Background: an optimization exercise with open tools, aiming at small area, a short achievable clock period and few clock cycles per item. Do not read the settings as production practice. Only the layout flow was run in this run; the RTL was not checked for function there.

`design/flow/design.v`:
```
module npe_cc (
    input  wire [7:0]  r,
    input  wire [7:0]  g,
    input  wire [7:0]  b,
    output wire [15:0] rgb565,
    input  wire [3:0]  hex_len,
    input  wire [63:0] hex,         
    output wire [15:0] hex565,
    output wire        hex_err
);
    assign rgb565 = {r[7:3], g[7:2], b[7:3]};
    function is_hex;
        input [7:0] c;
        is_hex = (c >= 8'h30 && c <= 8'h39) ||
                 (c >= 8'h41 && c <= 8'h46) ||
                 (c >= 8'h61 && c <= 8'h66);
    endfunction
    function [3:0] hexval;
        input [7:0] c;
        if (c <= 8'h39)      hexval = c[3:0];
        else                 hexval = c[3:0] + 4'd9;    
    endfunction
    wire [7:0] h1 = hex[15:8];
    wire [7:0] h2 = hex[23:16];
    wire [7:0] h3 = hex[31:24];
    wire [7:0] h4 = hex[39:32];
    wire [7:0] h5 = hex[47:40];
    wire [7:0] h6 = hex[55:48];
    wire ok = (hex_len == 4'd7) && (hex[7:0] == 8'h23) &&
              is_hex(h1) && is_hex(h2) && is_hex(h3) &&
              is_hex(h4) && is_hex(h5) && is_hex(h6);
    wire [7:0] hr = {hexval(h1), hexval(h2)};
    wire [7:0] hg = {hexval(h3), hexval(h4)};
    wire [7:0] hb = {hexval(h5), hexval(h6)};
    assign hex_err = !ok;
    assign hex565  = ok ? {hr[7:3], hg[7:2], hb[7:3]} : 16'h0000;
endmodule
module npe_enc #(
    parameter COMP_MAX = 8,
    parameter TEXT_MAX = 16,
    parameter LW       = 5
) (
    input  wire                  clk,
    input  wire                  rst,
    input  wire                  cmd_valid,
    output wire                  cmd_ready,
    input  wire [3:0]            cmd_op,
    input  wire [15:0]           cmd_n,
    input  wire [15:0]           cmd_x,
    input  wire [15:0]           cmd_y,
    input  wire [15:0]           cmd_r,
    input  wire                  cmd_vis,
    input  wire [1:0]            cmd_ckind,
    input  wire [2:0]            cmd_cname,
    input  wire [15:0]           cmd_cpacked,
    input  wire [7:0]            cmd_cr,
    input  wire [7:0]            cmd_cg,
    input  wire [7:0]            cmd_cb,
    input  wire [3:0]            cmd_chex_len,
    input  wire [63:0]           cmd_chex,
    input  wire [LW-1:0]         cmd_comp_len,
    input  wire [8*COMP_MAX-1:0] cmd_comp,
    input  wire [LW-1:0]         cmd_text_len,
    input  wire [8*TEXT_MAX-1:0] cmd_text,
    output wire                  tx_valid,
    output wire [7:0]            tx_data,
    input  wire                  tx_ready,
    output wire                  enc_busy,
    output reg                   err_v,
    output reg  [1:0]            err_code
);
    localparam OP_SENDME = 4'd0, OP_PAGE = 4'd1, OP_SETTXT = 4'd2,
               OP_VIS    = 4'd3, OP_CIR  = 4'd4, OP_CIRS   = 4'd5,
               OP_SETBCO = 4'd6, OP_CLICK = 4'd7, OP_RAW   = 4'd8;
    localparam CK_NAMED = 2'd0, CK_PACKED = 2'd1, CK_RGB = 2'd2, CK_HEX = 2'd3;
    localparam ERR_NONE = 2'd0, ERR_COLOR = 2'd1, ERR_ILLEGAL = 2'd2;
    localparam K_LIT = 3'd0, K_COMP = 3'd1, K_TEXT = 3'd2, K_NUM = 3'd3,
               K_COL = 3'd4, K_VIS  = 3'd5;
    function [15:0] tmpl;
        input [3:0] op;
        input [4:0] it;
        begin
            case (op)
            4'd0: case (it)
                5'd0: tmpl = 16'h0e60;
                5'd1: tmpl = 16'h0ca0;
                5'd2: tmpl = 16'h0dc0;
                5'd3: tmpl = 16'h0c80;
                5'd4: tmpl = 16'h0da0;
                5'd5: tmpl = 16'h0ca0;
                5'd6: tmpl = 16'h1fe0;
                5'd7: tmpl = 16'h1fe0;
                5'd8: tmpl = 16'h1ff0;
                default: tmpl = 16'h0000;
            endcase
            4'd1: case (it)
                5'd0: tmpl = 16'h0e00;
                5'd1: tmpl = 16'h0c20;
                5'd2: tmpl = 16'h0ce0;
                5'd3: tmpl = 16'h0ca0;
                5'd4: tmpl = 16'h0400;
                5'd5: tmpl = 16'h6000;
                5'd6: tmpl = 16'h1fe0;
                5'd7: tmpl = 16'h1fe0;
                5'd8: tmpl = 16'h1ff0;
                default: tmpl = 16'h0000;
            endcase
            4'd2: case (it)
                5'd0: tmpl = 16'h2000;
                5'd1: tmpl = 16'h05c0;
                5'd2: tmpl = 16'h0e80;
                5'd3: tmpl = 16'h0f00;
                5'd4: tmpl = 16'h0e80;
                5'd5: tmpl = 16'h07a0;
                5'd6: tmpl = 16'h0444;
                5'd7: tmpl = 16'h4000;
                5'd8: tmpl = 16'h0440;
                5'd9: tmpl = 16'h1fe0;
                5'd10: tmpl = 16'h1fe0;
                5'd11: tmpl = 16'h1ff0;
                default: tmpl = 16'h0000;
            endcase
            4'd3: case (it)
                5'd0: tmpl = 16'h0ec0;
                5'd1: tmpl = 16'h0d20;
                5'd2: tmpl = 16'h0e60;
                5'd3: tmpl = 16'h0408;
                5'd4: tmpl = 16'h2000;
                5'd5: tmpl = 16'h0580;
                5'd6: tmpl = 16'ha000;
                5'd7: tmpl = 16'h1fe0;
                5'd8: tmpl = 16'h1fe0;
                5'd9: tmpl = 16'h1ff0;
                default: tmpl = 16'h0000;
            endcase
            4'd4: case (it)
                5'd0: tmpl = 16'h0c60;
                5'd1: tmpl = 16'h0d20;
                5'd2: tmpl = 16'h0e40;
                5'd3: tmpl = 16'h0400;
                5'd4: tmpl = 16'h6000;
                5'd5: tmpl = 16'h0581;
                5'd6: tmpl = 16'h6000;
                5'd7: tmpl = 16'h0582;
                5'd8: tmpl = 16'h6000;
                5'd9: tmpl = 16'h0583;
                5'd10: tmpl = 16'h8000;
                5'd11: tmpl = 16'h1fe0;
                5'd12: tmpl = 16'h1fe0;
                5'd13: tmpl = 16'h1ff0;
                default: tmpl = 16'h0000;
            endcase
            4'd5: case (it)
                5'd0: tmpl = 16'h0c60;
                5'd1: tmpl = 16'h0d20;
                5'd2: tmpl = 16'h0e40;
                5'd3: tmpl = 16'h0e60;
                5'd4: tmpl = 16'h0400;
                5'd5: tmpl = 16'h6000;
                5'd6: tmpl = 16'h0581;
                5'd7: tmpl = 16'h6000;
                5'd8: tmpl = 16'h0582;
                5'd9: tmpl = 16'h6000;
                5'd10: tmpl = 16'h0583;
                5'd11: tmpl = 16'h8000;
                5'd12: tmpl = 16'h1fe0;
                5'd13: tmpl = 16'h1fe0;
                5'd14: tmpl = 16'h1ff0;
                default: tmpl = 16'h0000;
            endcase
            4'd6: case (it)
                5'd0: tmpl = 16'h2000;
                5'd1: tmpl = 16'h05c0;
                5'd2: tmpl = 16'h0c40;
                5'd3: tmpl = 16'h0c60;
                5'd4: tmpl = 16'h0de0;
                5'd5: tmpl = 16'h07a3;
                5'd6: tmpl = 16'h8000;
                5'd7: tmpl = 16'h1fe0;
                5'd8: tmpl = 16'h1fe0;
                5'd9: tmpl = 16'h1fe0;
                5'd10: tmpl = 16'h0e40;
                5'd11: tmpl = 16'h0ca0;
                5'd12: tmpl = 16'h0cc0;
                5'd13: tmpl = 16'h0408;
                5'd14: tmpl = 16'h2000;
                5'd15: tmpl = 16'h1fe0;
                5'd16: tmpl = 16'h1fe0;
                5'd17: tmpl = 16'h1ff0;
                default: tmpl = 16'h0000;
            endcase
            4'd7: case (it)
                5'd0: tmpl = 16'h0c60;
                5'd1: tmpl = 16'h0d80;
                5'd2: tmpl = 16'h0d20;
                5'd3: tmpl = 16'h0c60;
                5'd4: tmpl = 16'h0d60;
                5'd5: tmpl = 16'h0408;
                5'd6: tmpl = 16'h2000;
                5'd7: tmpl = 16'h0580;
                5'd8: tmpl = 16'h0620;
                5'd9: tmpl = 16'h1fe0;
                5'd10: tmpl = 16'h1fe0;
                5'd11: tmpl = 16'h1fe0;
                5'd12: tmpl = 16'h0c60;
                5'd13: tmpl = 16'h0d80;
                5'd14: tmpl = 16'h0d20;
                5'd15: tmpl = 16'h0c60;
                5'd16: tmpl = 16'h0d60;
                5'd17: tmpl = 16'h0408;
                5'd18: tmpl = 16'h2000;
                5'd19: tmpl = 16'h0580;
                5'd20: tmpl = 16'h0600;
                5'd21: tmpl = 16'h1fe0;
                5'd22: tmpl = 16'h1fe0;
                5'd23: tmpl = 16'h1ff0;
                default: tmpl = 16'h0000;
            endcase
            4'd8: case (it)
                5'd0: tmpl = 16'h4000;
                5'd1: tmpl = 16'h1fe0;
                5'd2: tmpl = 16'h1fe0;
                5'd3: tmpl = 16'h1ff0;
                default: tmpl = 16'h0000;
            endcase
            default: tmpl = 16'h0000;
            endcase
        end
    endfunction
    function [2:0] name_len;
        input [2:0] c;
        case (c)
            3'd0: name_len = 3'd5;   
            3'd1: name_len = 3'd4;   
            3'd2: name_len = 3'd5;   
            3'd3: name_len = 3'd5;   
            3'd4: name_len = 3'd6;   
            3'd5: name_len = 3'd3;   
            3'd6: name_len = 3'd4;   
            default: name_len = 3'd5;   
        endcase
    endfunction
    function [7:0] name_byte;
        input [2:0] c;
        input [2:0] p;
        reg [47:0] s;
        begin
            case (c)
                3'd0: s = {"BLACK", 8'h0};
                3'd1: s = {"BLUE", 16'h0};
                3'd2: s = {"BROWN", 8'h0};
                3'd3: s = {"GREEN", 8'h0};
                3'd4: s = "YELLOW";
                3'd5: s = {"RED", 24'h0};
                3'd6: s = {"GRAY", 16'h0};
                default: s = {"WHITE", 8'h0};
            endcase
            name_byte = s[47 - 8*p -: 8];
        end
    endfunction
    function [19:0] bin2bcd;
        input [15:0] v;
        reg [35:0] s;
        integer i, j;
        begin
            s = {20'd0, v};
            for (i = 0; i < 16; i = i + 1) begin
                for (j = 0; j < 5; j = j + 1)
                    if (s[16 + 4*j +: 4] >= 4'd5)
                        s[16 + 4*j +: 4] = s[16 + 4*j +: 4] + 4'd3;
                s = s << 1;
            end
            bin2bcd = s[35:16];
        end
    endfunction
    wire [15:0] cc_rgb;
    wire [15:0] cc_hex;
    wire        cc_hex_err;
    npe_cc u_cc (
        .r(cmd_cr), .g(cmd_cg), .b(cmd_cb), .rgb565(cc_rgb),
        .hex_len(cmd_chex_len), .hex(cmd_chex),
        .hex565(cc_hex), .hex_err(cc_hex_err)
    );
    wire reads_comp   = (cmd_op == OP_SETTXT) || (cmd_op == OP_VIS) ||
                        (cmd_op == OP_SETBCO) || (cmd_op == OP_CLICK);
    wire reads_text   = (cmd_op == OP_SETTXT) || (cmd_op == OP_RAW);
    wire reads_colour = (cmd_op == OP_CIR) || (cmd_op == OP_CIRS) ||
                        (cmd_op == OP_SETBCO);
    wire reads_xyr    = (cmd_op == OP_CIR) || (cmd_op == OP_CIRS);
    wire illegal = (cmd_op > OP_RAW) ||
                   (reads_comp && (cmd_comp_len > COMP_MAX)) ||
                   (reads_text && (cmd_text_len > TEXT_MAX));
    wire bad_colour = reads_colour && (cmd_ckind == CK_HEX) && cc_hex_err;
    wire [1:0] new_err = illegal    ? ERR_ILLEGAL :
                         bad_colour ? ERR_COLOR   : ERR_NONE;
    reg [15:0] colour_val;
    always @(*) begin
        case (cmd_ckind)
            CK_PACKED: colour_val = cmd_cpacked;
            CK_RGB:    colour_val = cc_rgb;
            CK_HEX:    colour_val = cc_hex;
            default:   colour_val = {13'd0, cmd_cname};
        endcase
    end
    wire first_empty = (((cmd_op == OP_SETTXT) || (cmd_op == OP_SETBCO)) &&
                        (cmd_comp_len == 0)) ||
                       ((cmd_op == OP_RAW) && (cmd_text_len == 0));
    reg          busy;
    reg  [4:0]   it;
    reg  [3:0]   sp;
    reg  [3:0]   op_q;
    reg  [63:0]  comp_q;        
    reg  [3:0]   clen_q;
    reg  [127:0] text_q;        
    reg  [4:0]   tlen_q;
    reg          flag_q;        
    reg  [19:0]  num_q;         
    wire [15:0] t       = tmpl(op_q, it);
    wire [2:0]  kind    = t[15:13];
    wire [7:0]  lit     = t[12:5];
    wire        fin     = t[4];
    wire        next_c  = t[3];
    wire        next_x  = t[2];
    wire [1:0]  nslot   = t[1:0];
    wire take      = !busy || (fin && tx_ready);
    assign cmd_ready = take && !rst;
    assign tx_valid  = busy && !rst;
    assign enc_busy  = busy;
    wire accept = cmd_valid && cmd_ready;
    wire send   = tx_valid && tx_ready;
    reg [2:0] nd1;
    always @(*) begin
        if      (num_q[19:16] != 4'd0) nd1 = 3'd4;
        else if (num_q[15:12] != 4'd0) nd1 = 3'd3;
        else if (num_q[11:8]  != 4'd0) nd1 = 3'd2;
        else if (num_q[7:4]   != 4'd0) nd1 = 3'd1;
        else                           nd1 = 3'd0;
    end
    wire [2:0] dk = nd1 - sp[2:0];
    wire [7:0] digit = {4'h3, num_q[4*dk +: 4]};
    wire named = flag_q;
    reg [7:0] cur_byte;
    always @(*) begin
        case (kind)
            K_LIT:  cur_byte = lit;
            K_COMP: cur_byte = comp_q[8*sp[2:0] +: 8];
            K_TEXT: cur_byte = text_q[8*sp +: 8];
            K_NUM:  cur_byte = digit;
            K_COL:  cur_byte = named ? name_byte(text_q[2:0], sp[2:0]) : digit;
            default: cur_byte = {7'h18, flag_q};    
        endcase
    end
    assign tx_data = cur_byte;
    reg item_end;
    always @(*) begin
        case (kind)
            K_COMP: item_end = (sp[2:0] == clen_q[2:0] - 3'd1);
            K_TEXT: item_end = (sp == tlen_q[3:0] - 4'd1);
            K_NUM:  item_end = (sp[2:0] == nd1);
            K_COL:  item_end = named ? (sp[2:0] == name_len(text_q[2:0]) - 3'd1)
                                     : (sp[2:0] == nd1);
            default: item_end = 1'b1;
        endcase
    end
    wire skip = (next_c && (clen_q == 4'd0)) || (next_x && (tlen_q == 5'd0));
    reg [15:0] nbin;
    always @(*) begin
        case (nslot)
            2'd0: nbin = comp_q[15:0];
            2'd1: nbin = comp_q[31:16];
            2'd2: nbin = comp_q[47:32];
            default: nbin = text_q[15:0];
        endcase
    end
    always @(posedge clk) begin
        if (rst) begin
            busy     <= 1'b0;
            err_v    <= 1'b0;
            err_code <= ERR_NONE;
        end else begin
            err_v <= 1'b0;
            if (send && item_end && fin)
                busy <= 1'b0;
            if (accept) begin
                err_code <= new_err;
                if (new_err != ERR_NONE)
                    err_v <= 1'b1;
                else
                    busy <= 1'b1;
            end
        end
    end
    always @(posedge clk) begin
        if (take) begin
            it <= first_empty ? 5'd1 : 5'd0;
            sp <= 4'd0;
        end else if (send) begin
            if (item_end) begin
                it <= it + (skip ? 5'd2 : 5'd1);
                sp <= 4'd0;
            end else begin
                sp <= sp + 4'd1;
            end
        end
        if (send && kind == K_LIT)
            num_q <= bin2bcd(nbin);
    end
    always @(posedge clk) begin
        if (take) begin
            op_q         <= cmd_op;
            comp_q[63:48] <= cmd_comp[63:48];
            comp_q[47:0] <= reads_xyr ? {cmd_r, cmd_y, cmd_x} :
                            (cmd_op == OP_PAGE) ? {cmd_comp[47:16], cmd_n} :
                            cmd_comp[47:0];
            clen_q       <= cmd_comp_len[3:0];
            text_q[127:16] <= cmd_text[127:16];
            text_q[15:0] <= reads_colour ? colour_val : cmd_text[15:0];
            tlen_q       <= cmd_text_len;
            flag_q       <= (cmd_op == OP_VIS) ? cmd_vis : (cmd_ckind == CK_NAMED);
        end
    end
endmodule
```
`design/flow/run.sh`:
```
#!/bin/bash
# synth_recipe.tcl (not shown) runs the flow's synth.tcl, then flattens the netlist and writes it again
# the make line also repeats each setting of config.mk as NAME=value (left out here)
make -C /OpenROAD-flow-scripts/flow DESIGN_CONFIG=/design/flow/config.mk WORK_HOME=/design/flow/orfs CLKGATE_MAP_FILE= SYNTH_SCRIPT=/design/flow/synth_recipe.tcl finish
```
`design/flow/config.mk`:
```
export PLATFORM = sky130hd
export DESIGN_NAME = npe_enc
export DESIGN_NICKNAME = npe_enc
export VERILOG_FILES = /design/flow/design.v
export SDC_FILE = /design/flow/constraint.sdc
export NUM_CORES = 4
export LEC_CHECK = 0
export ABC_AREA = 1
export CAP_MARGIN = 20
export CORE_MARGIN = 2
export CORE_UTILIZATION = 40
export SLEW_MARGIN = 20
```
`design/flow/constraint.sdc`:
```
create_clock -name core_clock -period 20.0 [get_ports {clk}]
set_input_delay 4.0000 -clock core_clock [delete_from_list [all_inputs] [get_ports {clk}]]
set_output_delay 4.0000 -clock core_clock [all_outputs]
set_load 0.01 [all_outputs]
```
==> run_results.csv <==
group,metric,value,unit
logic_synthesis,ys_ff_latch,239,
sta,rsz0062_at_grt,"false",
logic_synthesis,synth_cell_types,75,
global_route,grt_antenna_before_repair,9,
floorplan,dieHeight,219,um
sta,final-hold-violation-count,0,
global_route,grt_max_degree,169,
logic_synthesis,synth-edff-count,231,
clock_network,postCtsSetupBuffers,0,
logic_synthesis,ys_seq_area_share,38.2,%
cells_and_area,final_core_util,52.7,%
sta,relSlewSlack,26.6,%
clock_network,clock_latency,0.59,ns
cells_and_area,fillers,4322,
clock_network,clk_pin_slew,0.06,ns
logic_synthesis,synth_area_leaders,"edfxtp_1, nand2_1, inv_1, ha_1, nand3_1",
sta,finalSetupViolCount,0,
logic_synthesis,async_reset_ff_share,0,%
global_route,first_global_vias,17900,
route,dr.pass1.iters,5,
sta,whs,0.477,ns
setup_path,arrival,12.48,ns
route,ant_nets,0,
setup_path,cp_data_required_time,20.34,ns
route,via_per_inst,5.51,
floorplan,core,45600,um2
floorplan,dieArea,48200,um2
sta,fin_crit_sh,60.7,%
cells_and_area,area_growth,29.2,%
sta,period_needed,12.14,ns
route,num_vias,18500,
setup_path,cp_common_cell,"nand2_1",
sta,fmax,82.4,MHz
logic_synthesis,synth.avg_cell_area,7.87,um2
clock_network,cts_buffer_depth,3,
logic_synthesis,ys_warn_count,2,
setup_path,crit_family,"simple AND/OR/NAND/NOR gates",
setup_path,crit_path_max_fanout,16,
logic_synthesis,syn_nets,2825,
clock_network,cts_tree,"done",
route,drt-initial-drc-count,1337,
cells_and_area,drive_gt1_share,9.40,%
floorplan,io_pins,402,
cells_and_area,multi_input_area,10000,um2
route,routed_wl,70700,um
logic_synthesis,syn_area,18600,um2
cells_and_area,stdcell_count,3353,
cells_and_area,fin_nets,3188,
floorplan,start_util,40.7,%
placed_design,dp.cells,3292,
placed_design,globalplace.congestion,0.937,
sta,setup_tns,0,ns
placed_design,hpwl,55500,um
global_route,grtUsageTotal,28.7,%
run_status,status,"finished clean",
floorplan,die_w,219,um
clock_network,cts_resized,0,
sta,tightest_slew,1.09,ns
setup_path,cp-end-kind,"register",
cells_and_area,ff_latch_area,7100,um2
sta,drv_slew,0,
clock_network,cts_buffers,29,
global_route,grt_overflow,0,
logic_synthesis,synth_top_area_share,37.4,%
clock_network,cts_root_buf,"clkbuf_16",
floorplan,num_rows,78,
setup_path,startpoint_type,"register",
logic_synthesis,synth_top_cell_by_area,"edfxtp_1",
placed_design,portBuffers,385,
setup_path,r2r_slack,7.86,ns
logic_synthesis,synth_ff_type,"edfxtp_1",
job,max_cap_violations,0,
setup_path,crit_slowest_cell,"ha_1",
clock_network,cts_htree_levels,1,
logic_synthesis,netlist_instances,2360,
setup_path,cpPeakStageDelay,0.37,ns
sta,fin_skew,0.0190,ns
clock_network,cts_hold_buf,0,
setup_path,cp_num_buf_inv,18,
global_route,grt_pass1_wl,105000,um
route,wire_per_inst,21.1,um
setup_path,critical_path_class,"register to register",
worst_hold_path,min_path_type,"register to register",
route,route.detailed.drc,0,
clock_network,cts.sink_count,239,
## layout by cell type (no fill, tap or decap), types with 11 or more instances in the layout
cell type,synthesis,layout
inv_2,19,20
a31oi_1,32,32
a21oi_1,142,142
nor2_1,195,193
o311ai_0,11,11
nand2_1,527,525
a22oi_1,17,17
nand3_1,166,166
o21ai_0,137,137
clkinv_1,9,17
a221oi_1,22,22
o211ai_1,24,24
nor4_1,14,14
buf_4,2,20
nand3_2,17,17
nor3_1,21,20
inv_1,276,274
nand4_1,33,33
clkdlybuf4s50_1,0,385
o2111ai_1,15,15
ha_1,75,75
nand2_4,22,23
nand2_2,48,49
edfxtp_1,231,231
xor2_1,30,30
clkbuf_16,0,29
mux2_2,36,36
## stage by stage
stage               worst slack (ns)  cell area, um2
floorplan                       6.79           18600
global placement                8.49           23100
detailed placement              8.19           23100
CTS                             8.09           24000
global route                    6.45           24000
finish                          7.86           24000
## sequential cells by signal, indices dropped and copies added, names as in the netlist
| signal | count |
|---|---|
| text_q | 128 |
| comp_q | 64 |
| num_q | 20 |
| it | 5 |
| tlen_q | 5 |
| clen_q | 4 |
| op_q | 4 |
| sp | 4 |
| err_code | 2 |
| busy | 1 |
| err_v | 1 |
| flag_q | 1 |
## logic make-up after synthesis
family	share of synthesized area [%]
buffers and inverters	7.96
AOI/OAI and AO/OA	16.5
DFF	38.2
adders and majority gates	5.27
and+or+nand+nor	26.6
muxes	2.45
xor gates and xnor gates	3.01
## tightest hold or removal path, cell delays in order, from the launching register on
cell and delay, ns:
dfxtp_1 0.31, nand2_1 0.06, a21oi_1 0.06
## final timing paths
kind / cells after the start / from / end
worst min-delay path: 2 / err_code[0]$_SDFFE_PP0P_ / err_code[0]$_SDFFE_PP0P_
worst max-delay path: 97 / it[1]$_SDFFCE_PN0P_ / num_q[2]$_DFFE_PP_
worst max register to register: 97 / it[1]$_SDFFCE_PN0P_ / num_q[2]$_DFFE_PP_
worst min register to register: 2 / err_code[0]$_SDFFE_PP0P_ / err_code[0]$_SDFFE_PP0P_
## Yosys cell counts, types with 5 or more instances
cell type	number
o311ai_0	11
o211ai_1	24
a31oi_1	32
nand2_4	22
clkbuf_1	56
o2111ai_1	15
nand3_2	17
nor4_1	14
nor3_1	21
a211oi_1	7
nand4_1	33
nand3_1	166
dfxtp_1	8
clkinv_1	9
nand2_1	527
ha_1	75
a21o_1	5
a22oi_1	17
xor2_2	10
o21ai_2	6
a22o_1	8
nand2_2	48
o21ai_1	9
buf_1	10
inv_1	276
inv_2	19
o31ai_1	10
mux2i_1	5
nor3b_1	6
nor2_1	195
edfxtp_1	231
xor2_1	30
o221ai_1	8
nor2_2	6
a21oi_1	142
o21ai_0	137
a32oi_1	5
a221oi_1	22
xnor2_1	9
mux2_2	36
## per-layer routing
layer,part of all wire (%),GRT usage [%],vias up
met5,0.037,0,-
met4,2.8,7.82,4
met3,6.7,4.46,103
met2,51,52.4,700
met1,40,34.9,8736
li1,-,-,8924
## final cells by class
class,count,area share [%]
antenna,7,0.0730
clock buffer,33,3.09
clock inverter,21,0.766
inverter,308,4.86
multi-input combinational,1739,41.7
sequential,239,29.6
tap,600,3.13
timing repair buffer,406,16.8

## afterwards: timing with drivers on the ports
The results above use ideal ports. As a check the final layout listed here was re-extracted and re-timed, cells and wires unchanged.
Step 1 sets driving cells, clkbuf_16 on the clock port and buf_2 on the other inputs (assumed; they add their load-dependent delay and slew).
Step 2 times the ports against the registers' clock, not the clock port: input delays grow and output delays shrink by t, the midpoint of the rising clock arrivals with the driver on.
Three values: ideal, step 1, step 2; two values: the first two.
t, ns: 0.639
setup WS [ns]: 7.862 / 7.862 / 7.862
clock arrival spread, ns: 0.021 / 0.021
After both steps setup and hold are still met in this run. The setup slack of this run moves by 0.000 ns with the drivers and by 0.000 ns with both steps.
